This is an optimization exercise on Yosys and OpenROAD, whose aim is small area, not a production implementation. Where RTL was checked, it was by simulation tests only, not by an equivalence proof against the original. Only the layout flow was run in runs 1, 2 and 7; the RTL was not checked for function there. Power is estimated from default activity; no workload was simulated.

$ cat flow/standard.sh
#!/bin/bash
# synth_recipe.tcl (not shown) runs the flow's synth.tcl, then flattens the netlist and writes it again
# the make line also repeats each setting of config.mk as NAME=value (left out here)
make -C /OpenROAD-flow-scripts/flow DESIGN_CONFIG=/design/flow/config.mk WORK_HOME=/design/flow/orfs CLKGATE_MAP_FILE= SYNTH_SCRIPT=/design/flow/synth_recipe.tcl "${@:-finish}"
$ cat flow/config.mk
export PLATFORM = sky130hd
export DESIGN_NAME = l2c_rx8
export DESIGN_NICKNAME = l2c_rx8
export VERILOG_FILES = /design/flow/design.v
export SDC_FILE = /design/flow/constraint.sdc
export NUM_CORES = 4
export LEC_CHECK = 0
export CAP_MARGIN = 20
export CORE_MARGIN = 2
export CORE_UTILIZATION = 40
export SLEW_MARGIN = 20
$ cat flow/constraint.sdc
create_clock -name core_clock -period 6.0 [get_ports {clk}]
set_input_delay 1.2000 -clock core_clock [delete_from_list [all_inputs] [get_ports {clk}]]
set_output_delay 1.2000 -clock core_clock [all_outputs]
set_load 0.01 [all_outputs]
$ cat flow/design.v
module l2c_rx8 (
    input  wire       clk,
    input  wire       rst,
    input  wire       rx_valid,
    input  wire [2:0] rx_ch,
    input  wire       rx_level,
    output wire       rep_byte_valid,
    output wire [7:0] rep_byte,
    output wire       rep_end_valid,
    output wire       rep_end_ok,
    output wire [2:0] rep_ch
);
    localparam integer NCH = 8;
    reg  [NCH-1:0] q_sel;       
    reg            q_level;
    always @(posedge clk) begin
        if (rst)
            q_sel <= {NCH{1'b0}};
        else
            q_sel <= {{(NCH-1){1'b0}}, rx_valid} << rx_ch;
        q_level <= rx_level;
    end
    wire q_valid = |q_sel;
    reg        s_lvl  [0:NCH-1];
    reg [2:0]  s_ones [0:NCH-1];
    reg [7:0]  s_sh   [0:NCH-1];
    reg [10:0] s_bc   [0:NCH-1];
    reg [15:0] s_crc  [0:NCH-1];
    reg         r_lvl;
    reg  [2:0]  r_ones;
    reg  [7:0]  r_sh;
    reg  [10:0] r_bc;
    reg  [15:0] r_crc;
    reg  [2:0]  r_ch;
    integer k;
    always @(*) begin
        r_lvl  = 1'b0;
        r_ones = 3'd0;
        r_sh   = 8'h00;
        r_bc   = 11'd0;
        r_crc  = 16'h0000;
        r_ch   = 3'd0;
        for (k = 0; k < NCH; k = k + 1) begin
            r_lvl  = r_lvl  | (s_lvl[k]  & q_sel[k]);
            r_ones = r_ones | (s_ones[k] & {3{q_sel[k]}});
            r_sh   = r_sh   | (s_sh[k]   & {8{q_sel[k]}});
            r_bc   = r_bc   | (s_bc[k]   & {11{q_sel[k]}});
            r_crc  = r_crc  | (s_crc[k]  & {16{q_sel[k]}});
            r_ch   = r_ch   | (k[2:0]    & {3{q_sel[k]}});
        end
    end
    wire        d      = (q_level == r_lvl);            
    wire        in_a   = |r_sh;                         
    wire        in_b   = !in_a && |r_bc[6:0];           
    wire        sync   = in_a || |r_bc[6:0];
    wire        ones5  = (r_ones == 3'd5);
    wire        ones6  = (r_ones == 3'd6);
    wire        abort  = d && r_ones[2] && r_ones[1];   
    wire        flag   = !d && ones6;
    wire        app    = sync && !abort && !flag && !ones5;
    wire        bytec  = app && r_sh[0];                
    wire        last   = &r_bc;                         
    wire        have   = |r_bc;                         
    wire        enough = !in_a || |r_bc[10:2] || (r_bc[1] && r_bc[0]);
    wire        aligned = in_a ? (r_sh[1] && !r_sh[0]) : r_bc[0];
    wire        x6     = in_a ? r_sh[2] : r_bc[1];      
    wire        over   = app && !in_a && r_bc[0];       
    wire        fcs_ok = (r_crc == (x6 ? 16'hD92F : 16'h9F0B));
    wire [2:0]  n_ones = !d ? 3'd0 : (r_ones == 3'd7) ? 3'd7 : r_ones + 3'd1;
    wire [7:0]  n_sh   = (abort || over)     ? 8'h00 :
                         flag                ? 8'h80 :
                         bytec               ? (last ? 8'h00 : 8'h80) :
                         (app && in_a)       ? {d, r_sh[7:1]} : r_sh;
    wire        bc_wr  = flag || abort || over || bytec || (app && in_b);
    wire [10:0] n_bc   = (flag || abort || over) ? 11'd0 :
                         bytec               ? (last ? 11'h040 : r_bc + 11'd1) :
                                               {4'h0, d, r_bc[6:1]};
    wire        crc_wr = flag || app;
    wire [15:0] n_crc  = flag ? 16'hFFFF :
                         ((r_crc >> 1) ^ ((r_crc[0] ^ d) ? 16'h8408 : 16'h0000));
    assign rep_byte       = {d, r_sh[7:1]};
    assign rep_byte_valid = q_valid && bytec;
    assign rep_end_valid  = q_valid && (((abort || flag) && sync && have) || over);
    assign rep_end_ok     = flag && aligned && enough && fcs_ok;
    assign rep_ch         = r_ch;
    wire        w_lvl  = rst ? 1'b0 : q_level;
    wire [2:0]  w_ones = rst ? 3'd0 : n_ones;
    wire [7:0]  w_sh   = rst ? 8'h00 : n_sh;
    wire [10:0] w_bc   = rst ? 11'd0 : n_bc;
    integer c;
    always @(posedge clk) begin
        for (c = 0; c < NCH; c = c + 1) begin
            if (rst || q_sel[c]) begin
                s_lvl[c]  <= w_lvl;
                s_ones[c] <= w_ones;
                s_sh[c]   <= w_sh;
            end
            if (rst || (q_sel[c] && bc_wr))
                s_bc[c]   <= w_bc;
            if (q_sel[c] && crc_wr)
                s_crc[c]  <= n_crc;
        end
    end
endmodule
$ cat flow/flow/abc_area.script
strash
dc2
dch -f
amap
$ cat flow/flow/synth.tcl
# synth_recipe.tcl with one change: ABC maps the logic with an area-oriented
# script (flow/abc_area.script) instead of ORFS's. Registers are mapped by
# the same steps as the standard synthesis, so they keep their names and cells.
proc synth {args} { yosys synth -nofsm -noshare {*}$args }
proc abc {args} {
  set i [lsearch $args -script]
  if {$i >= 0} { lset args [expr {$i + 1}] $::env(MY_ABC_SCRIPT) }
  yosys abc {*}$args
}
source $::env(SCRIPTS_DIR)/synth.tcl
# left out here: clear keep_hierarchy, flatten, clean up, hide names made inside functions, write 1_2_yosys.v
$ cat flow/flow/run.sh
#!/bin/bash
# Layout flow: the standard flow (standard.sh) with these changes:
#  - synthesis maps the logic with ABC's area mapper (flow/synth.tcl,
#    flow/abc_area.script); registers are mapped exactly as in the standard
#    synthesis;
#  - port buffers use the smallest buffer cell;
#  - CTS uses clkbuf_8 cells in small clusters and adds no dummy loads.
# Each step's full output is in orfs/logs/; make's output is in flow.log.
set -euo pipefail
here=$(pwd)
export MY_ABC_SCRIPT=$here/flow/abc_area.script
export BUFFER_PORTS_ARGS="-buffer_cell sky130_fd_sc_hd__buf_1"
export CTS_ARGS="-sink_clustering_enable -repair_clock_nets -dont_use_dummy_load -buf_list sky130_fd_sc_hd__clkbuf_8 -sink_clustering_size 14 -sink_clustering_max_diameter 50"
sed "s#SYNTH_SCRIPT=[^ ]*#SYNTH_SCRIPT=$here/flow/synth.tcl#" standard.sh > own_standard.sh
grep -q "SYNTH_SCRIPT=$here/flow/synth.tcl" own_standard.sh
bash own_standard.sh finish > flow.log 2>&1
==> impl_metrics.csv, run 1 <==
group,metric,value,unit
clocking,cts_setup_buffers,0,
clocking,clock_tree.htree_level_count,2,
detailed_routing,initialDrtViolationCount,938,
power,switching_power,934,uW
logic_synthesis,synthesis.instances,702,
detailed_routing,post_drt_wl_per_cell,24.3,um
clocking,cts.repair.resized,0,
sta,final.setup.tns,0,ns
detailed_routing,drt-met1-wl,12.7,mm
clocking,post_cts_hold_fix_bufs,0,
critical_path,cpMaxStageDelayCell,"dfxtp_2",
sta,report.final.hold_viol_count,0,
worst_hold_path,hold_class,"register to register",
power,power_per_cell_area,313,mW/mm^2
detailed_routing,drc_errors,0,
clocking,worst_setup_hold_path_clk_slew,0.08,ns
global_route,initial_antenna_violation_count,0,
power,internal-power,3200,uW
clocking,number_of_buffers_created_by_cts,34,
final_layout,layout-drive-gt1-share,9.63,%
power,p_sw_share,22.6,%
logic_synthesis,synth.avg_cell_area,17.0,um^2
global_route,grt_use_total,18.4,%
logic_synthesis,synth_seq_cells,321,
logic_synthesis,synth_xor_xnor_area_share,0,%
sta,final-max-slew-violation-count,0,
final_layout,diodes,0,
global_route,gr-total-overflow,0,
critical_path,crit_top_cell,"clkinv_1",
flow_run,cap_viol_max_count,0,
detailed_routing,final_antenna_net_count,0,
logic_synthesis,synth_fa_ha_area_share,0.524,%
critical_path,cp_cell_sequence,"buf_4 -> a222oi_1 -> nand3_1 -> clkinv_1 -> ha_1 -> nand3_1 -> clkinv_1 -> nor2_1 -> nand2_1 -> nor2_1 -> nand2_1 -> clkinv_1 -> buf_1",
power,p_leak,0.00428,uW
detailed_routing,vias,6902,
logic_synthesis,netlist.area_leader.share,78.4,%
logic_synthesis,syn_nets,714,
power,comb_power_share,6.9,%
sta,layout_worst_path_cycle_share,88.7,%
logic_synthesis,synth_top_family_by_area,"compound AO/OA/AOI/OAI gates",
detailed_routing,wl_met2,12.9,mm
clocking,tritoncts_num_sinks,321,
logic_synthesis,synth_cell_type_count,34,
sta,max-slew-margin-rel,25.6,%
final_layout,layout.cells.most_common,"edfxtp_1",
final_layout,syn2layout_area_growth,10.5,%
clocking,max-clock-path-buffers,3,
sta,period_minus_slack,5.32,ns
detailed_routing,met3_wirelength_from_detailed_routing,2.15,mm
sta,worst_pin_slew,1.12,ns
logic_synthesis,yosysWarningCount,6,
critical_path,crit_type,"register to output port",
power,irDropWorstVdd,0.191,mV
floorplan,core,0.0296,mm^2
critical_path,crit_arrival,4.12,ns
sta,fmax,188,MHz
power,p_total,4130,uW
place,detailed_place_hpwl,16.6,mm
power,clockPowerShare,28.5,%
detailed_routing,vias_cell,5.90,
clocking,worst_skew_pair.late_latency,0.54,ns
logic_synthesis,synth_compound_area_share,10.8,%
logic_synthesis,most_area_hungry_cell_type_in_the_yosys_netlist,"edfxtp_1",
power,sequentialPowerShare,64.7,%
detailed_routing,top_signal_layer_used,"met4",
floorplan,die_area,0.0313,mm^2
floorplan,fp-row-count,63,
detailed_routing,drt_first_pass_iters,6,
floorplan,die_h,177,um
clocking,cts_tree,"built",
logic_synthesis,yosys-top-cells-area,"edfxtp_1, a222oi_1, a22oi_1, nand2_1, nor2_1",
logic_synthesis,synth.area.mux_share,0,%
detailed_routing,detail_route.wirelength,28.4,mm
sta,skew,0.0587,ns
clocking,clock-root-buffer,"clkbuf_8",
sta,setup_repair_after_global_routing_missed_its_margin,"false",
critical_path,required,4.80,ns
critical_path,setup.worst_path.end_class,"output port",
logic_synthesis,seq_area_frac_synth,79.9,%
floorplan,design.portCount,21,
floorplan,die_width,177,um
logic_synthesis,syn_area,0.0119,mm^2
critical_path,critical_path.max_stage_delay,0.78,ns
final_layout,final_cell_mix,"edfxtp_1, a222oi_1, nand2_1, nor2_1",
final_layout,finish.net_count,793,
floorplan,start_util,40.4,%
global_route,grt_pass1_vias,6819,
sta,fin_hold_ws,0.666,ns
critical_path,crit_fanout,25,
critical_path,critical_path.startpoint_type,"register",
place,routabilityCongestion,0.880,
logic_synthesis,synth-simple-area-share,7.60,%
run_status,outcome,"no timing/DRC/antenna violations",
place,numPortBuffers,20,
sta,final-setup-viol-count,0,
global_route,first_pass_grt_wire_length,42.7,mm
global_route,grt_max_degree,33,
Yosys cell counts:
cell and count:
o22ai_1 7, nand2b_1 1, clkinv_1 34, dfxtp_1 9, o32ai_1 3, nand2_1 52, and4_1 2, a211oi_1 7
and3_1 6, o21a_1 2, o2111ai_1 1, nor3_1 4, and2_0 8, a22oi_1 32, buf_4 1, or4_1 5
a221oi_1 10, nor2_1 51, ha_1 5, nand4_1 9, nor4_1 5, a222oi_1 60, nand3_1 29, a21oi_1 2
o211ai_1 2, a31oi_1 1, or3_1 1, edfxtp_1 312, a2111oi_0 2, o21ai_0 4, nand3b_1 1, a22o_1 17
or2_0 15, nor2b_1 2
metal layers:
layer	vias up	track usage (%)
li1	3086	-
met5	-	0
met4	0	5.20
met1	3485	27.1
met2	282	27.9
met3	49	3.37
per-stage QoR:
stage / std cells / util [%] / setup slack (ns) / area [um^2]
global route: 1169 / 44.7 / 0.339 / 13200
finish: 1169 / 44.7 / 0.679 / 13200
detailed placement: 1133 / 43.0 / 0.963 / 12700
CTS: 1167 / 44.6 / 0.646 / 13200
floorplan: 702 / - / 1.89 / 11900
global placement: 1132 / 42.9 / 1.23 / 12700
cells by family (layout without fill, tap and decap cells):
group / count (synthesis) / count (layout)
flops: 321 / 321
simple gates: 191 / 191
compound gates: 150 / 150
buf+inv: 35 / 112
fa+ha+maj: 5 / 5
critical path, delay by kind of cell (launching register included):
kind	cells	cell delay, ns
compound gates	1	0.14
fa+ha+maj	1	0.18
flops	1	0.78
buf+inv	5	1.17
simple gates	6	1.31
layout make-up:
cell class              count  area, um^2
well taps                 390         488
repair buffers             44         263
flip-flops and latches    321        9560
inverters                  34         128
fillers                  2566       16400
multi-input cells         346        2300
clock buffers              34         468
power by group through the flow:
stage / combinational (uW) / clock, uW / sequential (uW)
after global placement: 273 / 0 / 2720
after global routing: 308 / 1280 / 2680
after detailed placement: 278 / 0 / 2720
after CTS: 280 / 1200 / 2670
final: 284 / 1180 / 2670
after floorplan: 160 / 0 / 2710
worst paths after layout:
| kind | from | depth (start not counted) | slack, ns | to |
|---|---|---|---|---|
| min | q_level | 2 | 0.67 | s_lvl[6] |
| max | q_sel[3] | 13 | 0.68 | rep_byte_valid |
| max reg2reg | q_sel[3] | 16 | 0.91 | s_bc[5][4] |
| min reg2reg | q_level | 2 | 0.67 | s_lvl[6] |
flip-flops by register name, summed over array words and instances, names as in the netlist:
| name | flops |
|---|---|
| s_crc | 128 |
| q_level | 1 |
| s_sh | 64 |
| s_lvl | 8 |
| q_sel | 8 |
| s_ones | 24 |
| s_bc | 88 |
==> run 2: changes to the inputs <==
--- a/flow/design.v
+++ b/flow/design.v
@@ -72,11 +72,10 @@
                          bytec               ? (last ? 8'h00 : 8'h80) :
                          (app && in_a)       ? {d, r_sh[7:1]} : r_sh;
-    wire        bc_wr  = flag || abort || over || bytec || (app && in_b);
     wire [10:0] n_bc   = (flag || abort || over) ? 11'd0 :
                          bytec               ? (last ? 11'h040 : r_bc + 11'd1) :
-                                               {4'h0, d, r_bc[6:1]};
-    wire        crc_wr = flag || app;
+                         (app && in_b)       ? {4'h0, d, r_bc[6:1]} : r_bc;
     wire [15:0] n_crc  = flag ? 16'hFFFF :
-                         ((r_crc >> 1) ^ ((r_crc[0] ^ d) ? 16'h8408 : 16'h0000));
+                         app  ? ((r_crc >> 1) ^ ((r_crc[0] ^ d) ? 16'h8408 : 16'h0000)) :
+                                r_crc;
     assign rep_byte       = {d, r_sh[7:1]};
     assign rep_byte_valid = q_valid && bytec;
@@ -95,9 +94,7 @@
                 s_ones[c] <= w_ones;
                 s_sh[c]   <= w_sh;
+                s_bc[c]   <= w_bc;
+                s_crc[c]  <= n_crc;
             end
-            if (rst || (q_sel[c] && bc_wr))
-                s_bc[c]   <= w_bc;
-            if (q_sel[c] && crc_wr)
-                s_crc[c]  <= n_crc;
         end
     end
==> run 2 against run 1 <==
  * Cell count fell by 0.68%
  * Largest cell class unchanged
  * Sequential share of layout area up 0.19 points
  * Largest power group unchanged
  * Core utilization is 0.23 points lower
  * Combinational power up 8.1%
  * Area after synthesis up 0.68%
==> impl_metrics.csv, run 2 <==
group,metric,value,unit
run_status,outcome,"no timing/DRC/antenna violations",
global_route,grt_max_degree,41,
final_layout,biggestRegsByFlops,"s_crc: 128 flops, s_bc: 88 flops, s_sh: 64 flops",
final_layout,top_register,"s_crc",
clocking,worst_skew_pair.late_latency,0.59,ns
critical_path,setup.reg_to_reg.worst_slack,0.90,ns
logic_synthesis,post-synth-top-count-cell,"edfxtp_1",
logic_synthesis,synth_edf_count,312,
logic_synthesis,syn_area,0.0120,mm^2
worst_hold_path,holdCritStartpoint,"q_level",
sta,setup_repair_after_global_routing_missed_its_margin,"false",
sta,report.final.hold_viol_count,0,
global_route,globalRouteMet1Util,26.2,%
place,placedCellCount,1131,
power,comb_power_share,7.4,%
logic_synthesis,yosysWarningCount,6,
power,clockPowerShare,26.2,%
final_layout,layout.cells.most_common,"edfxtp_1",
clocking,clock-root-buffer,"clkbuf_8",
critical_path,crit_arrival,3.96,ns
critical_path,critical_path.startpoint_type,"register",
clocking,cts_setup_buffers,0,
power,sequentialPowerShare,66.4,%
logic_synthesis,netlist.area_leader.share,77.9,%
global_route,grt_use_total,18.3,%
detailed_routing,initialDrtViolationCount,1010,
clocking,post_cts_hold_fix_bufs,0,
logic_synthesis,synth.avg_cell_area,17.2,um^2
critical_path,reg2reg_to,"s_bc[7][9]",
floorplan,die_h,177,um
power,irDropWorstVdd,0.193,mV
power,p_sw_share,22.7,%
sta,final.setup.tns,0,ns
floorplan,die_width,177,um
global_route,global_route.usage.met3,2.78,%
place,routabilityCongestion,0.861,
clocking,cts_tree,"built",
sta,final-setup-viol-count,0,
power,internal-power,3210,uW
logic_synthesis,synth_seq_cells,321,
sta,worst_pin_slew,1.03,ns
final_layout,finish.net_count,785,
clocking,cts.repair.resized,0,
global_route,first_pass_grt_wire_length,43.5,mm
worst_hold_path,hold_class,"register to register",
critical_path,setup.worst_path.end_class,"output port",
sta,fmax,194,MHz
logic_synthesis,synthTopCellsByCount,"edfxtp_1, a222oi_1, nand2_1, nor2_1, a22oi_1",
logic_synthesis,synthesis.instances,700,
critical_path,critical_path.max_stage_delay,0.77,ns
critical_path,reg2reg_from,"q_sel[4]",
place,numPortBuffers,20,
critical_path,cpMaxStageDelayCell,"o211ai_1",
detailed_routing,detail_route.wirelength,28.8,mm
critical_path,crit_fanout,22,
clocking,max-clock-path-buffers,3,
logic_synthesis,synth_flop_cell,"edfxtp_1",
power,power_per_cell_area,316,mW/mm^2
logic_synthesis,seq_area_frac_synth,79.4,%
final_layout,nFillCells,2633,
critical_path,rr_worst_depth,9,
power,p_leak,0.00444,uW
global_route,met2_layer_usage_reported_by_global_route,29.9,%
global_route,initial_antenna_violation_count,0,
final_layout,layout-drive-gt1-share,8.82,%
worst_hold_path,worstHoldPathCells,2,
critical_path,crit_type,"register to output port",
logic_synthesis,syn_nets,712,
worst_hold_path,worst_hold_path.endpoint,"s_lvl[7]",
global_route,grt_pass1_vias,7080,
floorplan,design.portCount,21,
final_layout,final_cell_mix,"edfxtp_1, a222oi_1, nand2_1, nor2_1",
sta,skew,0.0612,ns
logic_synthesis,most_area_hungry_cell_type_in_the_yosys_netlist,"edfxtp_1",
final_layout,syn2layout_area_growth,9.51,%
logic_synthesis,post_synth_arst_share,0,%
logic_synthesis,yosys-top-cells-area,"edfxtp_1, a222oi_1, a22o_1, a22oi_1, dfxtp_1",
global_route,top_usage_layer,"met2",
critical_path,cp_cell_sequence,"buf_4 -> a222oi_1 -> nand4_1 -> nor4_1 -> nand2_1 -> o211ai_1 -> o32ai_1 -> buf_1",
clocking,worst_setup_hold_path_clk_slew,0.09,ns
flow_run,cap_viol_max_count,0,
final_layout,post_layout_nonfiller_instances,1161,
power,switching_power,946,uW
final_layout,largest_reg_flops,128,
floorplan,core,0.0296,mm^2
floorplan,die_area,0.0315,mm^2
detailed_routing,post_drt_wl_per_cell,24.8,um
detailed_routing,vias,7093,
clocking,tritoncts_num_sinks,321,
detailed_routing,drt_first_pass_iters,8,
sta,final-max-slew-violation-count,0,
detailed_routing,drc_errors,0,
sta,layout_worst_path_cycle_share,86.0,%
floorplan,fp-row-count,63,
final_layout,diodes,0,
floorplan,start_util,40.6,%
sta,max-slew-margin-rel,29.9,%
clocking,clock_tree.htree_level_count,1,
sta,period_minus_slack,5.16,ns
logic_synthesis,synth_cell_type_count,35,
place,detailed_place_hpwl,16.0,mm
clocking,number_of_buffers_created_by_cts,30,
global_route,gr-total-overflow,0,
detailed_routing,vias_cell,6.11,
critical_path,required,4.80,ns
detailed_routing,final_antenna_net_count,0,
## run 2: logic make-up after synthesis
logic type	count (synthesis)	synth area share (%)
flip-flops	321	79.4
AND/OR/NAND/NOR	159	6.21
buffers and inverters	30	0.967
AO/OA/AOI/OAI	185	12.9
adder cells (fa/ha/maj)	5	0.520
## run 2: how the worst max path moves through the flow
stage | from | to | slack, ns | cells past startpoint
final | q_sel[4] | rep_end_valid | 0.84 | 8
after global routing | q_sel[4] | rep_end_valid | 0.53 | 8
after global placement | q_sel[4] | s_bc[1][9] | 1.23 | 9
after CTS | q_sel[0] | rep_end_valid | 0.82 | 12
after floorplan | q_sel[6] | s_bc[0][9] | 0.36 | 16
after detailed placement | q_sel[4] | s_bc[1][9] | 1.07 | 9
## run 2: final cells by class
cell class / count / area [um^2] / area share, %
Timing Repair Buffer: 42 / 240 / 1.82
Tap cell: 390 / 488 / 3.70
Sequential cell: 321 / 9560 / 72.6
Inverter: 29 / 109 / 0.826
Multi-Input combinational cell: 349 / 2360 / 17.9
Clock buffer: 30 / 413 / 3.13
## run 2: power groups by stage
stage               clock [uW]  sequential (uW)  combinational (uW)
floorplan                    0             2800                 179
global placement             0             2810                 303
detailed placement           0             2810                 306
CTS                       1120             2760                 307
global route              1200             2780                 337
finish                    1090             2760                 307
## run 2: per-stage QoR
step | worst slack, ns | hold WS (ns) | area [um^2] | util [%] | total power (uW)
4_1_cts | 0.815 | 0.675 | 13200 | 44.4 | 4190
3_5_place_dp | 1.07 | 0.693 | 12800 | 43.1 | 3120
5_1_grt | 0.528 | 0.697 | 13200 | 44.4 | 4310
3_3_place_gp | 1.23 | 0.687 | 12800 | 43.1 | 3110
6_report | 0.842 | 0.691 | 13200 | 44.4 | 4160
2_1_floorplan | 0.363 | 0.595 | 12000 | - | 2980
## run 2: critical path: cells and delay by family (launching register included)
family / cells / cell delay [ns]
flip-flops: 1 / 0.49
AND/OR/NAND/NOR: 3 / 0.89
buffers and inverters: 2 / 0.54
AO/OA/AOI/OAI: 3 / 1.44
## run 2: routing by layer
metal / vias up / share of wire [%]
met3: 34 / 7.4
met1: 3638 / 43
met4: 0 / 1.3
li1: 3121 / -
met5: - / 0
met2: 300 / 48
==> run 3: changes to the inputs <==
--- a/flow/design.v
+++ b/flow/design.v
@@ -60,10 +60,10 @@
     wire        app    = sync && !abort && !flag && !ones5;
     wire        bytec  = app && r_sh[0];                
-    wire        last   = &r_bc;                         
     wire        have   = |r_bc;                         
-    wire        enough = !in_a || |r_bc[10:2] || (r_bc[1] && r_bc[0]);
-    wire        aligned = in_a ? (r_sh[1] && !r_sh[0]) : r_bc[0];
-    wire        x6     = in_a ? r_sh[2] : r_bc[1];      
-    wire        over   = app && !in_a && r_bc[0];       
+    wire        enough = !in_a || |r_bc[10:2];
+    wire        aligned = in_a ? (r_sh[1] && !r_sh[0]) : r_bc[6];
+    wire        x6     = in_a ? r_sh[2] : r_bc[5];      
+    wire        over   = app && !in_a && r_bc[6];       
+    wire        last   = r_bc[10] && !(|r_bc[9:0]);    
     wire        fcs_ok = (r_crc == (x6 ? 16'hD92F : 16'h9F0B));
     wire [2:0]  n_ones = !d ? 3'd0 : (r_ones == 3'd7) ? 3'd7 : r_ones + 3'd1;
@@ -72,10 +72,10 @@
                          bytec               ? (last ? 8'h00 : 8'h80) :
                          (app && in_a)       ? {d, r_sh[7:1]} : r_sh;
+    wire        bc_wr  = flag || abort || over || bytec || (app && in_b);
     wire [10:0] n_bc   = (flag || abort || over) ? 11'd0 :
-                         bytec               ? (last ? 11'h040 : r_bc + 11'd1) :
-                         (app && in_b)       ? {4'h0, d, r_bc[6:1]} : r_bc;
+                         {r_bc[9:0], bytec ? ((r_bc[10] ^ r_bc[8]) || !have) : d};
+    wire        crc_wr = flag || app;
     wire [15:0] n_crc  = flag ? 16'hFFFF :
-                         app  ? ((r_crc >> 1) ^ ((r_crc[0] ^ d) ? 16'h8408 : 16'h0000)) :
-                                r_crc;
+                         ((r_crc >> 1) ^ ((r_crc[0] ^ d) ? 16'h8408 : 16'h0000));
     assign rep_byte       = {d, r_sh[7:1]};
     assign rep_byte_valid = q_valid && bytec;
@@ -94,7 +94,9 @@
                 s_ones[c] <= w_ones;
                 s_sh[c]   <= w_sh;
+            end
+            if (rst || (q_sel[c] && bc_wr))
                 s_bc[c]   <= w_bc;
+            if (q_sel[c] && crc_wr)
                 s_crc[c]  <= n_crc;
-            end
         end
     end
==> flow/flow/run.sh (replaced) <==
#!/bin/bash
# Layout flow: the standard flow (standard.sh) with these changes:
#  - synthesis maps the logic with ABC's area mapper (flow/synth.tcl,
#    flow/abc_area.script); registers are mapped exactly as in the standard
#    synthesis;
#  - port buffers use the smallest buffer cell;
#  - CTS uses clkbuf_4 cells in small clusters and adds no dummy loads.
# Each step's full output is in orfs/logs/; make's output is in flow.log.
set -euo pipefail
here=$(pwd)
export MY_ABC_SCRIPT=$here/flow/abc_area.script
export BUFFER_PORTS_ARGS="-buffer_cell sky130_fd_sc_hd__buf_1"
export CTS_ARGS="-sink_clustering_enable -repair_clock_nets -dont_use_dummy_load -buf_list sky130_fd_sc_hd__clkbuf_4 -sink_clustering_size 10 -sink_clustering_max_diameter 40"
sed "s#SYNTH_SCRIPT=[^ ]*#SYNTH_SCRIPT=$here/flow/synth.tcl#" standard.sh > own_standard.sh
grep -q "SYNTH_SCRIPT=$here/flow/synth.tcl" own_standard.sh
bash own_standard.sh finish > flow.log 2>&1
==> flow/flow/abc_area.script (replaced) <==
strash
dc2
dc2
dch -f
amap -A 8 -F 2
topo
stime -c
buffer -c
upsize -c
dnsize -c
--- a/flow/config.mk
+++ b/flow/config.mk
@@ -6,6 +6,6 @@
 export NUM_CORES = 4
 export LEC_CHECK = 0
-export CAP_MARGIN = 20
+export CAP_MARGIN = 0
 export CORE_MARGIN = 2
 export CORE_UTILIZATION = 40
-export SLEW_MARGIN = 20
+export SLEW_MARGIN = 0
==> run 3 against run 2 <==
  * Register-to-register slack better by 0.58 ns
  * Sequential cell count stayed put
  * Highest routed layer unchanged
  * Clock power is 11% lower
  * Non-clock buffer count did not move
  * Worst hold slack got worse by 0.055 ns
  * Fmax is 1.0% lower
  * Core utilization decreased by 0.91 points
  * Synthesized cell count down 0.29%
==> impl_metrics.csv, run 3 <==
group,metric,value,unit
detailed_routing,vias_cell,5.98,
logic_synthesis,synth_seq_cells,321,
critical_path,crit_arrival,4.01,ns
power,comb_power_share,7.8,%
power,p_leak,0.00427,uW
critical_path,setup.worst_path.end_class,"output port",
final_layout,layout-drive-gt1-share,13.7,%
clocking,max-clock-path-buffers,3,
clocking,cts.repair.resized,0,
power,switching_power,948,uW
critical_path,critPathLaunch,"q_sel[7]",
logic_synthesis,syn_nets,708,
place,dp_slack,1.46,ns
critical_path,rr_worst_depth,17,
critical_path,crit_type,"register to output port",
detailed_routing,detail_route.wirelength,28.4,mm
logic_synthesis,netlist.area_leader.share,78.2,%
final_layout,nFillCells,2578,
floorplan,design.portCount,21,
critical_path,required,4.80,ns
logic_synthesis,yosys-top-cells-area,"edfxtp_1, a222oi_1, dfxtp_1, a22oi_1, nor2_1",
detailed_routing,vias,6798,
sta,skew,0.0480,ns
sta,final.setup.tns,0,ns
final_layout,layout.core_utilization,43.5,%
global_route,gr-total-overflow,0,
critical_path,cp_cell_sequence,"buf_4 -> a222oi_1 -> nand4_1 -> nor4_1 -> nand4_1 -> o21ai_0 -> a31oi_1 -> a211oi_1 -> buf_1",
place,routabilityCongestion,0.773,
critical_path,critical_path.startpoint_type,"register",
sta,fmax,192,MHz
sta,worst_pin_slew,1.01,ns
floorplan,die_h,177,um
critical_path,crit_family,"compound AO/OA/AOI/OAI gates",
clocking,number_of_buffers_created_by_cts,42,
logic_synthesis,synthTopCellsByCount,"edfxtp_1, a222oi_1, nor2_1, nand2_1, inv_1",
final_layout,top_register,"s_crc",
detailed_routing,drc_errors,0,
power,power_per_cell_area,313,mW/mm^2
sta,final-max-slew-violation-count,0,
critical_path,cpMaxStageDelayCell,"dfxtp_2",
place,placedCellCount,1094,
clocking,clock-root-buffer,"clkbuf_4",
final_layout,largest_reg_flops,128,
critical_path,reg2reg_to,"s_bc[5][4]",
sta,final-setup-viol-count,0,
critical_path,worstSetupEndpoint,"rep_end_ok",
critical_path,critical_path.max_stage_delay,0.53,ns
critical_path,setup.reg_to_reg.worst_slack,1.48,ns
final_layout,layout.cells.most_common,"edfxtp_1",
clocking,cts_tree,"built",
floorplan,start_util,40.5,%
critical_path,path_depth,9,
sta,max-slew-margin-rel,31.9,%
logic_synthesis,syn_area,0.0120,mm^2
sta,report.final.hold_viol_count,0,
clocking,tritoncts_num_sinks,321,
global_route,grt_pass1_vias,6906,
logic_synthesis,synth.avg_cell_area,17.2,um^2
floorplan,die_area,0.0313,mm^2
run_status,outcome,"no timing/DRC/antenna violations",
worst_hold_path,hold_class,"input pin to register",
place,numPortBuffers,20,
logic_synthesis,seq_area_frac_synth,79.7,%
power,sequentialPowerShare,68.1,%
global_route,grt_use_total,18.4,%
logic_synthesis,synth_flop_cell,"edfxtp_1",
place,detailed_place_hpwl,16.3,mm
floorplan,core,0.0296,mm^2
floorplan,fp-row-count,63,
clocking,cts_setup_buffers,0,
global_route,grt_max_degree,31,
detailed_routing,drt_first_pass_iters,7,
floorplan,die_width,177,um
power,p_sw_share,23.6,%
critical_path,buffer_and_inverter_count_on_the_worst_path,2,
global_route,initial_antenna_violation_count,1,
logic_synthesis,synth_cell_type_count,46,
critical_path,reg2reg_from,"q_sel[0]",
flow_run,cap_viol_max_count,0,
final_layout,final_cell_mix,"edfxtp_1, a222oi_1, clkbuf_4, nor2_1, nand2_1",
clocking,worst_setup_hold_path_clk_slew,0.10,ns
logic_synthesis,post-synth-top-count-cell,"edfxtp_1",
logic_synthesis,post_synth_arst_share,0,%
detailed_routing,post_drt_wl_per_cell,24.9,um
detailed_routing,final_antenna_net_count,0,
logic_synthesis,synthesis.instances,698,
global_route,first_pass_grt_wire_length,42.8,mm
final_layout,finish.net_count,758,
clocking,clock_tree.htree_level_count,2,
power,irDropWorstVdd,0.0959,mV
sta,layout_worst_path_cycle_share,86.8,%
sta,period_minus_slack,5.21,ns
critical_path,crit_top_cell,"nand4_1",
final_layout,seq_area,0.00956,mm^2
logic_synthesis,most_area_hungry_cell_type_in_the_yosys_netlist,"edfxtp_1",
final_layout,multiInputGateArea,0.00215,mm^2
logic_synthesis,synth_edf_count,312,
detailed_routing,initialDrtViolationCount,1024,
logic_synthesis,yosysWarningCount,6,
sta,setup_repair_after_global_routing_missed_its_margin,"false",
sta,fin_hold_ws,0.636,ns
final_layout,biggestRegsByFlops,"s_crc: 128 flops, s_bc: 88 flops, s_sh: 64 flops",
sta,timing.final.ws_setup,0.790,ns
power,clockPowerShare,24.1,%
final_layout,post_layout_nonfiller_instances,1137,
clocking,post_cts_hold_fix_bufs,0,
power,internal-power,3080,uW
clocking,worst_skew_pair.late_latency,0.66,ns
final_layout,syn2layout_area_growth,7.44,%
critical_path,crit_fanout,22,
==> run 3: cell types whose count changed in the layout (fill, tap and decap cells not counted), sizes merged, moves of 7 or more <==
cell | before | now
and2 | 0 | 8
or2 | 10 | 17
clkbuf | 30 | 42
a22o | 26 | 15
a222oi | 54 | 64
inv | 0 | 30
nand2 | 45 | 32
clkinv | 29 | 0
o221ai | 16 | 1
==> run 3: cell families after synthesis <==
family	Yosys count	synth area share, %
buffers and inverters	66	2.32
AOI/OAI and AO/OA	147	10.6
and+or+nand+nor	161	7.01
DFF	321	79.7
adders and majority gates	3	0.313
==> run 3: worst register-to-register path: cells and delay by family (launching register included) <==
family                 cells  cell delay (ns)
AO/OA/AOI/OAI              4             0.53
flip-flops                 1             0.91
AND/OR/NAND/NOR           10             2.04
buffers and inverters      3             0.68
==> run 3: power by group through the flow <==
stage	clock, uW	combinational (uW)	sequential [uW]
6_report	970	314	2740
5_1_grt	1080	344	2760
4_1_cts	993	316	2740
3_5_place_dp	0	314	2790
3_3_place_gp	0	305	2790
2_1_floorplan	0	200	2770
==> run 3: how the worst min path moves through the flow <==
stage / from / end / slack, ns / depth (start not counted)
2_1_floorplan: s_crc[1][15] / s_crc[0][14] / 0.66 / 2
3_3_place_gp: q_level / s_lvl[0] / 0.73 / 1
3_5_place_dp: q_level / s_lvl[0] / 0.75 / 1
4_1_cts: rx_level / q_level / 0.60 / 1
5_1_grt: rx_level / q_level / 0.63 / 1
6_report: rx_level / q_level / 0.64 / 1
==> run 3: through the flow <==
stage	power, uW	area (um^2)
floorplan	2970	12000
global placement	3090	12500
detailed placement	3110	12500
CTS	4050	12900
global route	4180	12900
finish	4030	12900
==> run 3: area by class of cell <==
cell class                 instances  share of cell area, %
antenna                            1                 0.0194
clock buffer                      42                   2.45
inverter                          30                  0.875
multi-input combinational        311                   16.7
sequential                       321                   74.3
tap                              390                   3.79
timing repair buffer              42                   1.87
==> run 3: layer usage <==
layer | part of all wire (%) | GRT usage [%]
met3 | 10 | 3.54
met4 | 1.9 | 5.48
met1 | 40 | 25.3
met2 | 48 | 30.0
met5 | 0 | 0
==> run 4: changes to the inputs <==
--- a/flow/flow/run.sh
+++ b/flow/flow/run.sh
@@ -10,4 +10,5 @@
 here=$(pwd)
 export MY_ABC_SCRIPT=$here/flow/abc_area.script
+export GPL_KEEP_OVERFLOW=0.3
 export BUFFER_PORTS_ARGS="-buffer_cell sky130_fd_sc_hd__buf_1"
 export CTS_ARGS="-sink_clustering_enable -repair_clock_nets -dont_use_dummy_load -buf_list sky130_fd_sc_hd__clkbuf_4 -sink_clustering_size 10 -sink_clustering_max_diameter 40"
==> flow/flow/abc_area.script (replaced) <==
strash
dc2
dc2
dch -f
amap -A 8 -F 2
==> run 4 against run 3 <==
  * Still clean on timing, DRC and antenna
  * Register-to-register slack got worse by 0.60 ns
  * Synthesized cell count down 5.0%
  * Routed wire length up 0.56%
  * Fmax shrank 7.1%
  * Sequential cell count unchanged
  * Critical path depth grew 2
  * Sequential share of layout area is 0.35 points lower
  * First-iteration DRC count down 2.6%
  * Critical endpoint is now rep_end_valid
  * Largest power group unchanged
==> impl_metrics.csv, run 4 <==
group,metric,value,unit
logic_synthesis,yosys-top-cells-area,"edfxtp_1, a222oi_1, dfxtp_1, a22oi_1, nor2_1",
final_layout,syn2layout_area_growth,9.89,%
global_route,gr-total-overflow,0,
floorplan,design.portCount,21,
logic_synthesis,syn_area,0.0118,mm^2
global_route,grt_max_degree,31,
final_layout,top_register,"s_crc",
floorplan,die_area,0.0308,mm^2
logic_synthesis,synthesis.instances,663,
power,irDropWorstVdd,0.152,mV
place,numPortBuffers,20,
critical_path,setup.worst_path.end_class,"output port",
detailed_routing,drc_errors,0,
sta,max-slew-margin-rel,31.4,%
clocking,max-clock-path-buffers,3,
critical_path,critical_path.startpoint_type,"register",
sta,final.setup.tns,0,ns
logic_synthesis,synthTopCellsByCount,"edfxtp_1, a222oi_1, nor2_1, nand2_1, clkinv_1",
logic_synthesis,post-synth-top-count-cell,"edfxtp_1",
clocking,clock_tree.htree_level_count,2,
final_layout,layout-drive-gt1-share,12.4,%
critical_path,buffer_and_inverter_count_on_the_worst_path,4,
clocking,post_cts_hold_fix_bufs,0,
clocking,tritoncts_num_sinks,321,
place,placedCellCount,1101,
clocking,worst_skew_pair.late_latency,0.67,ns
sta,setup_repair_after_global_routing_missed_its_margin,"false",
floorplan,die_width,176,um
run_status,outcome,"no timing/DRC/antenna violations",
final_layout,diodes,0,
logic_synthesis,post_synth_arst_share,0,%
logic_synthesis,yosysWarningCount,6,
sta,skew,0.100,ns
logic_synthesis,most_area_hungry_cell_type_in_the_yosys_netlist,"edfxtp_1",
logic_synthesis,syn_nets,673,
clocking,worst_setup_hold_path_clk_slew,0.10,ns
critical_path,crit_fanout,24,
power,p_leak,0.00421,uW
detailed_routing,drt_first_pass_iters,7,
logic_synthesis,synth_edf_count,312,
sta,final-max-slew-violation-count,0,
global_route,grt_use_total,18.6,%
worst_hold_path,hold_class,"input pin to register",
place,detailed_place_hpwl,16.9,mm
final_layout,finish.net_count,772,
logic_synthesis,synth_seq_cells,321,
logic_synthesis,synth_cell_type_count,34,
critical_path,cp_cell_sequence,"buf_4 -> a222oi_1 -> clkinv_1 -> a2111oi_0 -> and4_1 -> nand4_1 -> nor4_1 -> clkinv_1 -> o21ai_0 -> o21ai_0 -> buf_1",
critical_path,crit_family,"compound AO/OA/AOI/OAI gates",
final_layout,post_layout_nonfiller_instances,1144,
sta,period_minus_slack,5.61,ns
sta,report.final.hold_viol_count,0,
global_route,initial_antenna_violation_count,0,
sta,final-setup-viol-count,0,
final_layout,layout.cells.most_common,"edfxtp_1",
place,routabilityCongestion,0.803,
final_layout,final_cell_mix,"edfxtp_1, a222oi_1, clkbuf_4, buf_4, nor2_1",
detailed_routing,vias_cell,5.99,
sta,fmax,178,MHz
critical_path,crit_type,"register to output port",
final_layout,nFillCells,2537,
final_layout,biggestRegsByFlops,"s_crc: 128 flops, s_bc: 88 flops, s_sh: 64 flops",
detailed_routing,vias,6858,
logic_synthesis,seq_area_frac_synth,81.2,%
global_route,first_pass_grt_wire_length,42.9,mm
final_layout,multiInputGateArea,0.00212,mm^2
sta,worst_pin_slew,1.03,ns
logic_synthesis,synth_flop_cell,"edfxtp_1",
detailed_routing,post_drt_wl_per_cell,24.9,um
floorplan,core,0.0289,mm^2
clocking,cts_setup_buffers,0,
clocking,cts.repair.resized,0,
detailed_routing,final_antenna_net_count,0,
sta,layout_worst_path_cycle_share,93.5,%
critical_path,required,4.80,ns
critical_path,crit_arrival,4.41,ns
critical_path,critical_path.max_stage_delay,0.79,ns
floorplan,die_h,176,um
floorplan,fp-row-count,62,
flow_run,cap_viol_max_count,0,
detailed_routing,initialDrtViolationCount,997,
detailed_routing,detail_route.wirelength,28.5,mm
global_route,grt_pass1_vias,7109,
clocking,number_of_buffers_created_by_cts,43,
final_layout,seq_area,0.00956,mm^2
floorplan,start_util,40.8,%
power,power_per_cell_area,312,mW/mm^2
logic_synthesis,netlist.area_leader.share,79.6,%
clocking,cts_tree,"built",
logic_synthesis,synth.avg_cell_area,17.7,um^2
final_layout,largest_reg_flops,128,
critical_path,cpMaxStageDelayCell,"a2111oi_0",
clocking,clock-root-buffer,"clkbuf_4",
==> run 4: changes by cell type after synthesis, moves of 4 or more <==
cell and change:
buf_1 -9, and2_1 -8, or2_2 -16, nor2_1 +4, and2_0 +8, or2_0 +17
clkinv_1 +30, clkbuf_1 -20, inv_1 -27
==> run 4: worst reg2reg max path: cells and delay by family (launching register included) <==
kind | cells | cell delay, ns
AO/OA/AOI/OAI | 3 | 1.98
buffers and inverters | 3 | 0.69
flip-flops | 1 | 0.49
AND/OR/NAND/NOR | 8 | 1.62
==> run 4: cells by family after synthesis <==
kind of cell,share of synthesized area (%)
DFF,81.2
adders and majority gates,0.319
AOI/OAI and AO/OA,10.7
and+or+nand+nor,6.80
buffers and inverters,1.02
==> run 4: final cells by class <==
class	count	share of cell area [%]
sequential	321	73.9
tap	384	3.72
inverter	30	0.871
timing repair buffer	55	2.61
clock buffer	43	2.50
multi-input combinational	311	16.4
==> run 4: worst paths after layout <==
path	from	end	slack, ns	cells after the start
worst max-delay path	q_sel[1]	rep_end_valid	0.39	11
worst max register to register	q_sel[1]	s_sh[4][1]	0.88	14
worst min-delay path	rx_level	q_level	0.65	1
worst min register to register	q_level	s_lvl[5]	0.69	1
==> run 4: metal layers <==
metal	track usage (%)	share of wire, %	vias to the layer above	wire length [um]
met1	24.5	40	3444	11300
met5	0	0	-	0
met2	31.6	50	354	14100
met3	3.51	8.6	57	2450
met4	5.44	2.3	0	658
li1	-	-	3003	-
==> run 4: per-stage QoR <==
stage | worst slack [ns] | total power [uW] | hold slack, ns | util, % | instance area [um^2]
CTS | 0.361 | 4060 | 0.613 | 44.8 | 12900
floorplan | 1.56 | 2950 | 0.644 | - | 11800
global placement | 1.07 | 3100 | 0.739 | 43.7 | 12600
detailed placement | 0.943 | 3110 | 0.743 | 43.7 | 12600
global route | 0.0226 | 4200 | 0.604 | 44.8 | 12900
finish | 0.393 | 4030 | 0.652 | 44.8 | 12900
==> run 4: where the power goes <==
part,internal (uW),switching [uW]
Clock,329,641
Combinational,75.4,245
Sequential,2690,52.3
==> run 5: changes to the inputs <==
--- a/flow/flow/run.sh
+++ b/flow/flow/run.sh
@@ -10,5 +10,4 @@
 here=$(pwd)
 export MY_ABC_SCRIPT=$here/flow/abc_area.script
-export GPL_KEEP_OVERFLOW=0.3
 export BUFFER_PORTS_ARGS="-buffer_cell sky130_fd_sc_hd__buf_1"
 export CTS_ARGS="-sink_clustering_enable -repair_clock_nets -dont_use_dummy_load -buf_list sky130_fd_sc_hd__clkbuf_4 -sink_clustering_size 10 -sink_clustering_max_diameter 40"
==> run 5 against run 4 <==
  * Still clean
  * Routed wire length increased by 1.5%
  * Cell area fell by 0.73%
  * Clock power fell by 0.5%
  * Combinational power fell by 4%
  * Die area did not move
  * Sequential cell count unchanged
  * Synthesized cell count did not move
  * Clock-buffer cell count shrank 1
  * First-iteration DRC count shrank 1.4%
  * Fmax decreased by 0.89%
  * Critical endpoint unchanged
  * Largest power group unchanged
==> impl_metrics.csv, run 5 <==
group,metric,value,unit
sta,report.final.hold_viol_count,0,
place,routabilityCongestion,0.914,
global_route,grt_max_degree,38,
power,sequentialPowerShare,68.3,%
sta,fmax,177,MHz
worst_hold_path,hold_class,"input pin to register",
logic_synthesis,synthesis.instances,663,
final_layout,final_design_area_no_fill,0.0128,mm^2
sta,layout_worst_path_cycle_share,94.3,%
global_route,grt_pass1_vias,6933,
final_layout,post_layout_nonfiller_instances,1134,
logic_synthesis,syn_nets,673,
floorplan,design.portCount,21,
logic_synthesis,syn_area,0.0118,mm^2
clocking,cts_setup_buffers,0,
final_layout,final_cell_mix,"edfxtp_1, a222oi_1, clkbuf_4, nor2_1, nand2_1",
flow_run,cap_viol_max_count,0,
final_layout,layout-drive-gt1-share,10.0,%
global_route,initial_antenna_violation_count,0,
power,switching_power,941,uW
detailed_routing,vias,6863,
power,comb_power_share,7.6,%
floorplan,die_h,176,um
logic_synthesis,yosys-top-cells-area,"edfxtp_1, a222oi_1, dfxtp_1, a22oi_1, nor2_1",
clocking,clock-root-buffer,"clkbuf_4",
sta,skew,0.0784,ns
global_route,grt_use_total,18.8,%
floorplan,fp-row-count,62,
final_layout,top_register,"s_crc",
detailed_routing,initialDrtViolationCount,983,
place,detailed_place_hpwl,17.6,mm
critical_path,crit_arrival,4.46,ns
logic_synthesis,yosysWarningCount,6,
detailed_routing,vias_cell,6.05,
logic_synthesis,synth_seq_cells,321,
floorplan,core,0.0289,mm^2
place,placedCellCount,1092,
final_layout,largest_reg_flops,128,
critical_path,crit_fanout,30,
sta,final.setup.tns,0,ns
sta,period_minus_slack,5.66,ns
clocking,cts_tree,"built",
sta,final-max-slew-violation-count,0,
sta,max-slew-margin-rel,8.63,%
final_layout,nFillCells,2510,
detailed_routing,post_drt_wl_per_cell,25.5,um
sta,worst_pin_slew,1.37,ns
floorplan,start_util,40.8,%
sta,final-setup-viol-count,0,
clocking,tritoncts_num_sinks,321,
detailed_routing,detail_route.wirelength,28.9,mm
logic_synthesis,synth.avg_cell_area,17.7,um^2
power,p_leak,0.00416,uW
final_layout,diodes,0,
global_route,gr-total-overflow,0,
clocking,clock_tree.htree_level_count,2,
clocking,worst_skew_pair.late_latency,0.67,ns
power,irDropWorstVdd,0.163,mV
critical_path,required,4.80,ns
detailed_routing,drc_errors,0,
final_layout,layout.cells.most_common,"edfxtp_1",
critical_path,critical_path.startpoint_type,"register",
detailed_routing,final_antenna_net_count,0,
power,internal-power,3070,uW
run_status,outcome,"no timing/DRC/antenna violations",
final_layout,biggestRegsByFlops,"s_crc: 128 flops, s_bc: 88 flops, s_sh: 64 flops",
power,p_sw_share,23.4,%
logic_synthesis,synth_cell_type_count,34,
clocking,worst_setup_hold_path_clk_slew,0.10,ns
clocking,number_of_buffers_created_by_cts,42,
final_layout,syn2layout_area_growth,9.08,%
logic_synthesis,synthTopCellsByCount,"edfxtp_1, a222oi_1, nor2_1, nand2_1, clkinv_1",
global_route,first_pass_grt_wire_length,43.0,mm
logic_synthesis,synth_edf_count,312,
power,p_total,4010,uW
logic_synthesis,netlist.area_leader.share,79.6,%
floorplan,die_width,176,um
logic_synthesis,synth_flop_cell,"edfxtp_1",
final_layout,finish.net_count,762,
critical_path,setup.worst_path.end_class,"output port",
logic_synthesis,post_synth_arst_share,0,%
sta,fin_hold_ws,0.634,ns
place,numPortBuffers,20,
floorplan,die_area,0.0308,mm^2
power,power_per_cell_area,313,mW/mm^2
power,clockPowerShare,24.0,%
detailed_routing,drt_first_pass_iters,8,
logic_synthesis,most_area_hungry_cell_type_in_the_yosys_netlist,"edfxtp_1",
logic_synthesis,seq_area_frac_synth,81.2,%
logic_synthesis,post-synth-top-count-cell,"edfxtp_1",
critical_path,crit_type,"register to output port",
clocking,max-clock-path-buffers,3,
place,post_dp_cell_area,0.0125,mm^2
-- run 5: cell counts after synthesis --
Identical to the previous run, type by type.
-- run 5: kinds of logic after synthesis --
family                   count (synthesis)  share of synthesized area, %
AO/OA/AOI/OAI                          147                          10.7
adder cells (fa/ha/maj)                  3                         0.319
buffers and inverters                   31                          1.02
flip-flops                             321                          81.2
AND/OR/NAND/NOR                        161                          6.80
-- run 5: worst paths after layout --
kind          startpoint            end  slack (ns)  cells past startpoint
min             rx_level        q_level        0.63                      1
max             q_sel[1]  rep_end_valid        0.34                     11
max reg2reg     q_sel[6]     s_sh[1][0]        0.67                     12
min reg2reg  s_crc[5][3]    s_crc[0][2]        0.80                      2
-- run 5: power by group through the flow --
stage	Clock [uW]	Combinational (uW)	Sequential (uW)
3_5_place_dp	0	304	2790
4_1_cts	993	304	2740
2_1_floorplan	0	180	2770
5_1_grt	1090	335	2760
6_report	965	307	2740
3_3_place_gp	0	294	2790
-- run 5: worst max-delay path, cell delays in order (launching register included) --
cell       delay, ns
dfxtp_1         0.48
buf_4           0.36
a222oi_1        0.41
clkinv_1        0.12
a2111oi_1       0.73
and4_1          0.34
nand4_1         0.13
nor4_1          0.47
clkinv_1        0.12
o21ai_0         0.20
o21ai_0         0.22
buf_1           0.19
-- run 5: timing repair --
| action | in CTS | in global routing |
|---|---|---|
| hold buffers | 0 | 0 |
| setup endpoints to repair | 0 | 1 |
| gates resized for setup | 0 | 1 |
-- run 5: per-layer routing --
| metal | track usage, % | vias up | routed length [um] |
|---|---|---|---|
| li1 | - | 2979 | - |
| met1 | 25.1 | 3430 | 11700 |
| met2 | 30.9 | 401 | 13900 |
| met3 | 4.16 | 53 | 2630 |
| met4 | 5.65 | 0 | 658 |
| met5 | 0 | - | 0 |
-- run 5: cell type report --
| cell class | count | area, um^2 | area share (%) |
|---|---|---|---|
| flip-flops and latches | 321 | 9560 | 74.5 |
| well taps | 384 | 480 | 3.74 |
| multi-input cells | 311 | 2100 | 16.3 |
| repair buffers | 46 | 270 | 2.11 |
| clock buffers | 42 | 315 | 2.46 |
| inverters | 30 | 113 | 0.877 |
-- run 5: metrics by stage --
step	setup WS [ns]	util [%]
5_1_grt	-0.00412	44.5
3_5_place_dp	0.636	43.4
6_report	0.342	44.5
2_1_floorplan	1.56	-
4_1_cts	0.227	44.5
3_3_place_gp	0.809	43.4
==> run 6: changes to the inputs <==
--- a/flow/flow/run.sh
+++ b/flow/flow/run.sh
@@ -10,4 +10,5 @@
 here=$(pwd)
 export MY_ABC_SCRIPT=$here/flow/abc_area.script
+export GPL_KEEP_OVERFLOW=0.1
 export BUFFER_PORTS_ARGS="-buffer_cell sky130_fd_sc_hd__buf_1"
 export CTS_ARGS="-sink_clustering_enable -repair_clock_nets -dont_use_dummy_load -buf_list sky130_fd_sc_hd__clkbuf_4 -sink_clustering_size 10 -sink_clustering_max_diameter 40"
==> run 6 against run 5 <==
  * Still clean on timing, DRC and antenna
  * Power down 0.15%
  * First-iteration DRC count down 3.2%
  * Global-route usage down 0.41 points
  * Combinational power about the same
  * Fmax up 2.8%
  * Via count down 1.3%
  * Critical endpoint is now rep_byte_valid
  * Highest routed layer unchanged
==> impl_metrics.csv, run 6 <==
group,metric,value,unit
run_status,outcome,"no timing/DRC/antenna violations",
critical_path,crit_fanout,22,
logic_synthesis,netlist.area_leader.share,79.6,%
detailed_routing,detail_route.wirelength,28.0,mm
logic_synthesis,post-synth-top-count-cell,"edfxtp_1",
detailed_routing,drt_first_pass_iters,6,
place,detailed_place_hpwl,16.9,mm
logic_synthesis,post_synth_arst_share,0,%
floorplan,design.portCount,21,
detailed_routing,post_drt_wl_per_cell,24.9,um
critical_path,reg2reg_to,"s_bc[5][6]",
critical_path,critical_path.startpoint_type,"register",
logic_synthesis,yosys-top-cells-area,"edfxtp_1, a222oi_1, dfxtp_1, a22oi_1, nor2_1",
global_route,gr-total-overflow,0,
clocking,worst_setup_hold_path_clk_slew,0.09,ns
floorplan,die_h,176,um
critical_path,critPathLaunch,"q_sel[4]",
flow_run,cap_viol_max_count,0,
final_layout,finish.net_count,751,
critical_path,setup.reg_to_reg.worst_slack,0.59,ns
power,irDropWorstVdd,0.206,mV
final_layout,layout.core_utilization,44.9,%
sta,max-slew-margin-rel,6.20,%
detailed_routing,vias,6776,
global_route,first_pass_grt_wire_length,42.5,mm
floorplan,start_util,40.8,%
sta,setup_repair_after_global_routing_missed_its_margin,"false",
global_route,grt_pass1_vias,7099,
clocking,tritoncts_num_sinks,321,
floorplan,core,0.0289,mm^2
sta,fin_hold_ws,0.653,ns
clocking,clock_tree.htree_level_count,2,
final_layout,final_cell_mix,"edfxtp_1, a222oi_1, clkbuf_4, nor2_1, nand2_1",
clocking,post_cts_hold_fix_bufs,0,
place,numPortBuffers,20,
logic_synthesis,synthesis.instances,663,
sta,fmax,182,MHz
logic_synthesis,syn_nets,673,
logic_synthesis,yosysWarningCount,6,
logic_synthesis,synth_seq_cells,321,
critical_path,required,4.80,ns
final_layout,biggestRegsByFlops,"s_crc: 128 flops, s_bc: 88 flops, s_sh: 64 flops",
critical_path,worstSetupEndpoint,"rep_byte_valid",
logic_synthesis,seq_area_frac_synth,81.2,%
clocking,cts.repair.resized,0,
detailed_routing,final_antenna_net_count,0,
logic_synthesis,synth_fa_ha_area_share,0.319,%
critical_path,crit_type,"register to output port",
critical_path,rr_worst_depth,17,
floorplan,die_area,0.0308,mm^2
sta,final-setup-viol-count,0,
logic_synthesis,syn_area,0.0118,mm^2
logic_synthesis,synthTopCellsByCount,"edfxtp_1, a222oi_1, nor2_1, nand2_1, clkinv_1",
global_route,grt_use_total,18.4,%
place,routabilityCongestion,0.798,
worst_hold_path,hold_class,"input pin to register",
sta,skew,0.0523,ns
sta,period_minus_slack,5.51,ns
logic_synthesis,most_area_hungry_cell_type_in_the_yosys_netlist,"edfxtp_1",
final_layout,largest_reg_flops,128,
detailed_routing,initialDrtViolationCount,952,
clocking,number_of_buffers_created_by_cts,41,
sta,final-max-slew-violation-count,0,
clocking,cts_tree,"built",
logic_synthesis,synth_flop_cell,"edfxtp_1",
power,power_per_cell_area,309,mW/mm^2
logic_synthesis,synth_edf_count,312,
logic_synthesis,synth_xor_xnor_area_share,0,%
detailed_routing,vias_cell,6.03,
critical_path,reg2reg_from,"q_sel[4]",
final_layout,layout.cells.most_common,"edfxtp_1",
floorplan,fp-row-count,62,
global_route,initial_antenna_violation_count,0,
sta,report.final.hold_viol_count,0,
global_route,grt_max_degree,31,
logic_synthesis,synth-simple-area-share,6.80,%
sta,layout_worst_path_cycle_share,91.8,%
clocking,max-clock-path-buffers,3,
sta,worst_pin_slew,1.41,ns
final_layout,syn2layout_area_growth,10.2,%
clocking,cts_setup_buffers,0,
floorplan,die_width,176,um
worst_hold_path,holdCritStartpoint,"rx_level",
logic_synthesis,synth_cell_type_count,34,
clocking,clock-root-buffer,"clkbuf_4",
logic_synthesis,synth.area.mux_share,0,%
critical_path,crit_arrival,4.31,ns
logic_synthesis,synth_compound_area_share,10.7,%
final_layout,top_register,"s_crc",
detailed_routing,drc_errors,0,
logic_synthesis,synth.avg_cell_area,17.7,um^2
logic_synthesis,synth_top_family_by_area,"compound AO/OA/AOI/OAI gates",
power,p_leak,0.00415,uW
final_layout,layout-drive-gt1-share,10.1,%
clocking,worst_skew_pair.late_latency,0.66,ns
critical_path,setup.worst_path.end_class,"output port",
final_layout,diodes,0,
## run 6: changes by cell type in the layout (fill, tap and decap cells not counted), sizes merged
cell / delta
buf: -10
clkinv: -1
clkinvlp: +1
clkbuf: -1
## run 6: critical path: stages, from the launching register on
cell and delay (ns):
dfxtp_2 0.50, buf_12 0.26, a22o_1 0.19, a221oi_1 0.24, nand3_1 0.14, o21ai_1 0.27, clkinv_1 0.25, nand3_2 0.29
clkinvlp_4 0.28, or2_0 0.31, a21o_1 0.18, nor2_1 0.18, clkinv_1 0.11, nor2_1 0.23, buf_1 0.23
## run 6: worst min-delay path by stage
stage                           to  cells past startpoint
final                      q_level                      1
after global routing       q_level                      1
after CTS                  q_level                      1
after detailed placement  s_lvl[5]                      1
after global placement    s_lvl[0]                      1
after floorplan           s_lvl[0]                      1
## run 6: metal layers
metal / part of all wire [%] / wire [um] / GRT usage (%) / vias up
met5: 0 / 0 / 0 / -
met2: 48 / 13600 / 30.4 / 349
met3: 8.6 / 2420 / 4.05 / 54
met1: 41 / 11500 / 24.5 / 3405
met4: 1.9 / 529 / 5.37 / 0
li1: - / - / - / 2968
## run 6: layout make-up
| type | count | area [um^2] |
|---|---|---|
| Fill cell | 2549 | 15900 |
| Sequential cell | 321 | 9560 |
| Multi-Input combinational cell | 311 | 2120 |
| Tap cell | 384 | 480 |
| Timing Repair Buffer | 36 | 383 |
| Clock buffer | 41 | 308 |
| Inverter | 30 | 116 |
## run 6: stage by stage
stage | std cells | setup TNS (ns) | total power (uW) | worst slack (ns) | instance area (um^2)
4_1_cts | 1123 | 0 | 4030 | 0.0545 | 13000
6_report | 1123 | 0 | 4010 | 0.494 | 13000
3_5_place_dp | 1082 | 0 | 3100 | 0.244 | 12700
5_1_grt | 1123 | 0 | 4160 | 0.0384 | 13000
2_1_floorplan | 663 | 0 | 2950 | 1.56 | 11800
3_3_place_gp | 1066 | -69.35 | 3070 | -0.420 | 12300
## run 6: cell families (layout without fill, tap and decap cells)
kind of cell / count (synthesis) / after routing
and+or+nand+nor: 161 / 161
DFF: 321 / 321
buffers and inverters: 31 / 107
adders and majority gates: 3 / 3
AOI/OAI and AO/OA: 147 / 147
## run 6: where the power goes
part	switching, uW	internal (uW)
registers	55.4	2690
logic	242	63.9
clock network	643	315
==> run 7: changes to the inputs <==
--- a/flow/design.v
+++ b/flow/design.v
@@ -72,7 +72,8 @@
                          bytec               ? (last ? 8'h00 : 8'h80) :
                          (app && in_a)       ? {d, r_sh[7:1]} : r_sh;
-    wire        bc_wr  = flag || abort || over || bytec || (app && in_b);
+    wire        bc_wr  = bytec || (app && in_b);
     wire [10:0] n_bc   = (flag || abort || over) ? 11'd0 :
-                         {r_bc[9:0], bytec ? ((r_bc[10] ^ r_bc[8]) || !have) : d};
+                         bc_wr ? {r_bc[9:0], bytec ? ((r_bc[10] ^ r_bc[8]) || !have) : d} :
+                         r_bc;
     wire        crc_wr = flag || app;
     wire [15:0] n_crc  = flag ? 16'hFFFF :
@@ -94,7 +95,6 @@
                 s_ones[c] <= w_ones;
                 s_sh[c]   <= w_sh;
+                s_bc[c]   <= w_bc;
             end
-            if (rst || (q_sel[c] && bc_wr))
-                s_bc[c]   <= w_bc;
             if (q_sel[c] && crc_wr)
                 s_crc[c]  <= n_crc;
--- a/flow/flow/run.sh
+++ b/flow/flow/run.sh
@@ -10,5 +10,4 @@
 here=$(pwd)
 export MY_ABC_SCRIPT=$here/flow/abc_area.script
-export GPL_KEEP_OVERFLOW=0.1
 export BUFFER_PORTS_ARGS="-buffer_cell sky130_fd_sc_hd__buf_1"
 export CTS_ARGS="-sink_clustering_enable -repair_clock_nets -dont_use_dummy_load -buf_list sky130_fd_sc_hd__clkbuf_4 -sink_clustering_size 10 -sink_clustering_max_diameter 40"
==> run 7 against run 6 <==
  * Still clean
  * Clock-buffer cell count increased by 1
  * Core utilization fell by 0.40 points
  * Sequential power is essentially flat
  * Sequential cell count is the same
  * Non-clock buffer count is 10 higher
  * Largest cell class unchanged
==> impl_metrics.csv, run 7 <==
group,metric,value,unit
detailed_routing,detail_route.wirelength,28.8,mm
logic_synthesis,syn_nets,678,
logic_synthesis,synth_cell_type_count,31,
floorplan,die_width,176,um
critical_path,required,4.80,ns
final_layout,final_cell_mix,"edfxtp_1, a222oi_1, nor2_1, clkbuf_4, a22oi_1",
place,placedCellCount,1097,
final_layout,layout-drive-gt1-share,10.2,%
floorplan,design.portCount,21,
sta,skew,0.0995,ns
sta,fmax,183,MHz
logic_synthesis,post_synth_arst_share,0,%
floorplan,start_util,40.8,%
floorplan,die_h,176,um
logic_synthesis,synthesis.instances,668,
global_route,first_pass_grt_wire_length,43.2,mm
logic_synthesis,yosysWarningCount,6,
sta,final-setup-viol-count,0,
logic_synthesis,yosys-top-cells-area,"edfxtp_1, a222oi_1, a22oi_1, dfxtp_1, nor2_1",
logic_synthesis,synth_flop_cell,"edfxtp_1",
critical_path,crit_arrival,4.26,ns
floorplan,die_area,0.0308,mm^2
detailed_routing,final_antenna_net_count,0,
final_layout,diodes,0,
detailed_routing,drt_first_pass_iters,5,
clocking,max-clock-path-buffers,3,
sta,layout_worst_path_cycle_share,91.0,%
place,detailed_place_hpwl,16.4,mm
clocking,clock-root-buffer,"clkbuf_4",
critical_path,crit_type,"register to output port",
logic_synthesis,synth_seq_cells,321,
sta,max-slew-margin-rel,30.7,%
detailed_routing,vias,6891,
place,numPortBuffers,20,
clocking,worst_setup_hold_path_clk_slew,0.10,ns
final_layout,seq_area,0.00956,mm^2
logic_synthesis,synth_edf_count,312,
worst_hold_path,hold_class,"input pin to register",
detailed_routing,drc_errors,0,
logic_synthesis,syn_area,0.0118,mm^2
logic_synthesis,most_area_hungry_cell_type_in_the_yosys_netlist,"edfxtp_1",
final_layout,biggestRegsByFlops,"s_crc: 128 flops, s_bc: 88 flops, s_sh: 64 flops",
logic_synthesis,seq_area_frac_synth,81.1,%
detailed_routing,initialDrtViolationCount,896,
final_layout,syn2layout_area_growth,9.13,%
logic_synthesis,synthTopCellsByCount,"edfxtp_1, a222oi_1, nor2_1, a22oi_1, clkinv_1",
sta,period_minus_slack,5.46,ns
final_layout,layout.cells.most_common,"edfxtp_1",
detailed_routing,post_drt_wl_per_cell,25.3,um
final_layout,layout.core_utilization,44.5,%
clocking,clock_tree.htree_level_count,2,
logic_synthesis,netlist.area_leader.share,79.6,%
power,irDropWorstVdd,0.199,mV
final_layout,post_layout_nonfiller_instances,1139,
global_route,initial_antenna_violation_count,0,
place,routabilityCongestion,0.905,
final_layout,top_register,"s_crc",
clocking,post_cts_hold_fix_bufs,0,
final_layout,largest_reg_flops,128,
logic_synthesis,synth.avg_cell_area,17.6,um^2
power,power_per_cell_area,313,mW/mm^2
final_layout,finish.net_count,767,
critical_path,critical_path.startpoint_type,"register",
final_layout,multiInputGateArea,0.00211,mm^2
clocking,cts.repair.resized,0,
clocking,cts_setup_buffers,0,
clocking,worst_skew_pair.late_latency,0.67,ns
clocking,cts_tree,"built",
critical_path,setup.worst_path.end_class,"output port",
clocking,tritoncts_num_sinks,321,
detailed_routing,vias_cell,6.05,
sta,final-max-slew-violation-count,0,
sta,report.final.hold_viol_count,0,
sta,final.setup.tns,0,ns
floorplan,fp-row-count,62,
global_route,grt_use_total,18.8,%
sta,setup_repair_after_global_routing_missed_its_margin,"false",
logic_synthesis,post-synth-top-count-cell,"edfxtp_1",
final_layout,nFillCells,2533,
power,p_leak,0.00423,uW
flow_run,cap_viol_max_count,0,
global_route,gr-total-overflow,0,
floorplan,core,0.0289,mm^2
run_status,outcome,"no timing/DRC/antenna violations",
global_route,grt_max_degree,32,
global_route,grt_pass1_vias,7181,
clocking,number_of_buffers_created_by_cts,42,
sta,worst_pin_slew,1.04,ns
critical_path,crit_fanout,31,
## run 7: path summary, 6_finish.rpt
kind	start	to	slack, ns	cells past startpoint
worst max register to register	q_sel[5]	s_bc[4][6]	0.80	17
worst min-delay path	rx_level	q_level	0.65	1
worst max-delay path	q_sel[5]	rep_end_valid	0.54	15
worst min register to register	q_level	s_lvl[4]	0.69	2
## run 7: power by group
group | switching [uW] | internal, uW | leakage [uW]
Combinational | 241 | 72.4 | 0.000869
Sequential | 53.5 | 2690 | 0.00317
Clock | 642 | 323 | 0.000193
## run 7: cell families after synthesis
group,Yosys count,synth area share [%]
AO/OA/AOI/OAI,150,10.9
adder cells (fa/ha/maj),3,0.319
buffers and inverters,31,1.02
AND/OR/NAND/NOR,163,6.68
flip-flops,321,81.1
## run 7: critical path, cell delays in order (launching register included)
cell        delay (ns)
dfxtp_4           0.51
a222oi_1          0.37
clkinv_1          0.11
a221oi_1          0.29
a31oi_1           0.29
nand3_1           0.17
buf_4             0.21
clkinvlp_4        0.25
nor2_1            0.26
nand2_1           0.13
nor2_1            0.17
clkinv_1          0.12
nor3_1            0.26
clkinv_1          0.15
o31ai_1           0.15
buf_1             0.21
## run 7: per-layer routing
layer / track usage [%] / wire length, um / vias up
met1: 24.6 / 11600 / 3476
met5: 0 / 0 / -
met4: 5.75 / 658 / 0
met3: 3.27 / 2240 / 59
met2: 32.1 / 14200 / 330
li1: - / - / 3026
## run 7: per-stage QoR
stage | power, uW | area [um^2] | worst slack (ns) | hold slack, ns
floorplan | 2960 | 11800 | 1.26 | 0.591
global placement | 3080 | 12500 | 1.20 | 0.665
detailed placement | 3100 | 12500 | 0.815 | 0.688
CTS | 4050 | 12800 | 0.292 | 0.579
global route | 4190 | 12900 | 0.128 | 0.624
finish | 4020 | 12900 | 0.539 | 0.646
## run 7: cell type report
| class | instances | share of cell area [%] |
|---|---|---|
| Clock buffer | 42 | 2.45 |
| Sequential cell | 321 | 74.4 |
| Tap cell | 384 | 3.74 |
| Multi-Input combinational cell | 316 | 16.4 |
| Timing Repair Buffer | 46 | 2.10 |
| Inverter | 30 | 0.905 |

## separate check: timing with driven ports
How much do the figures lean on ideal ports? The routed layouts below were timed once more, with nothing changed but the port constraints.
Step 1 sets driving cells, clkbuf_16 on the clock port and buf_2 on the other inputs (assumed; they add their load-dependent delay and slew).
Step 2 times the ports against the registers' clock, not the clock port: input delays grow and output delays shrink by t, the midpoint of the rising clock arrivals with the driver on.
a / b / c = no drivers / after step 1 / after step 2; a / b = the first two.
| run | t, ns | setup slack, ns |
|---|---|---|
| run 1 | 0.552 | 0.679 / 0.633 / 0.911 |
| run 2 | 0.597 | 0.842 / 0.802 / 0.901 |
| run 3 | 0.676 | 0.790 / 0.746 / 1.422 |
| run 4 | 0.662 | 0.393 / 0.353 / 0.878 |
| run 5 | 0.671 | 0.342 / 0.304 / 0.673 |
| run 6 | 0.675 | 0.494 / 0.457 / 0.594 |
| run 7 | 0.661 | 0.539 / 0.498 / 0.802 |
After both steps setup and hold are still met in every run listed.
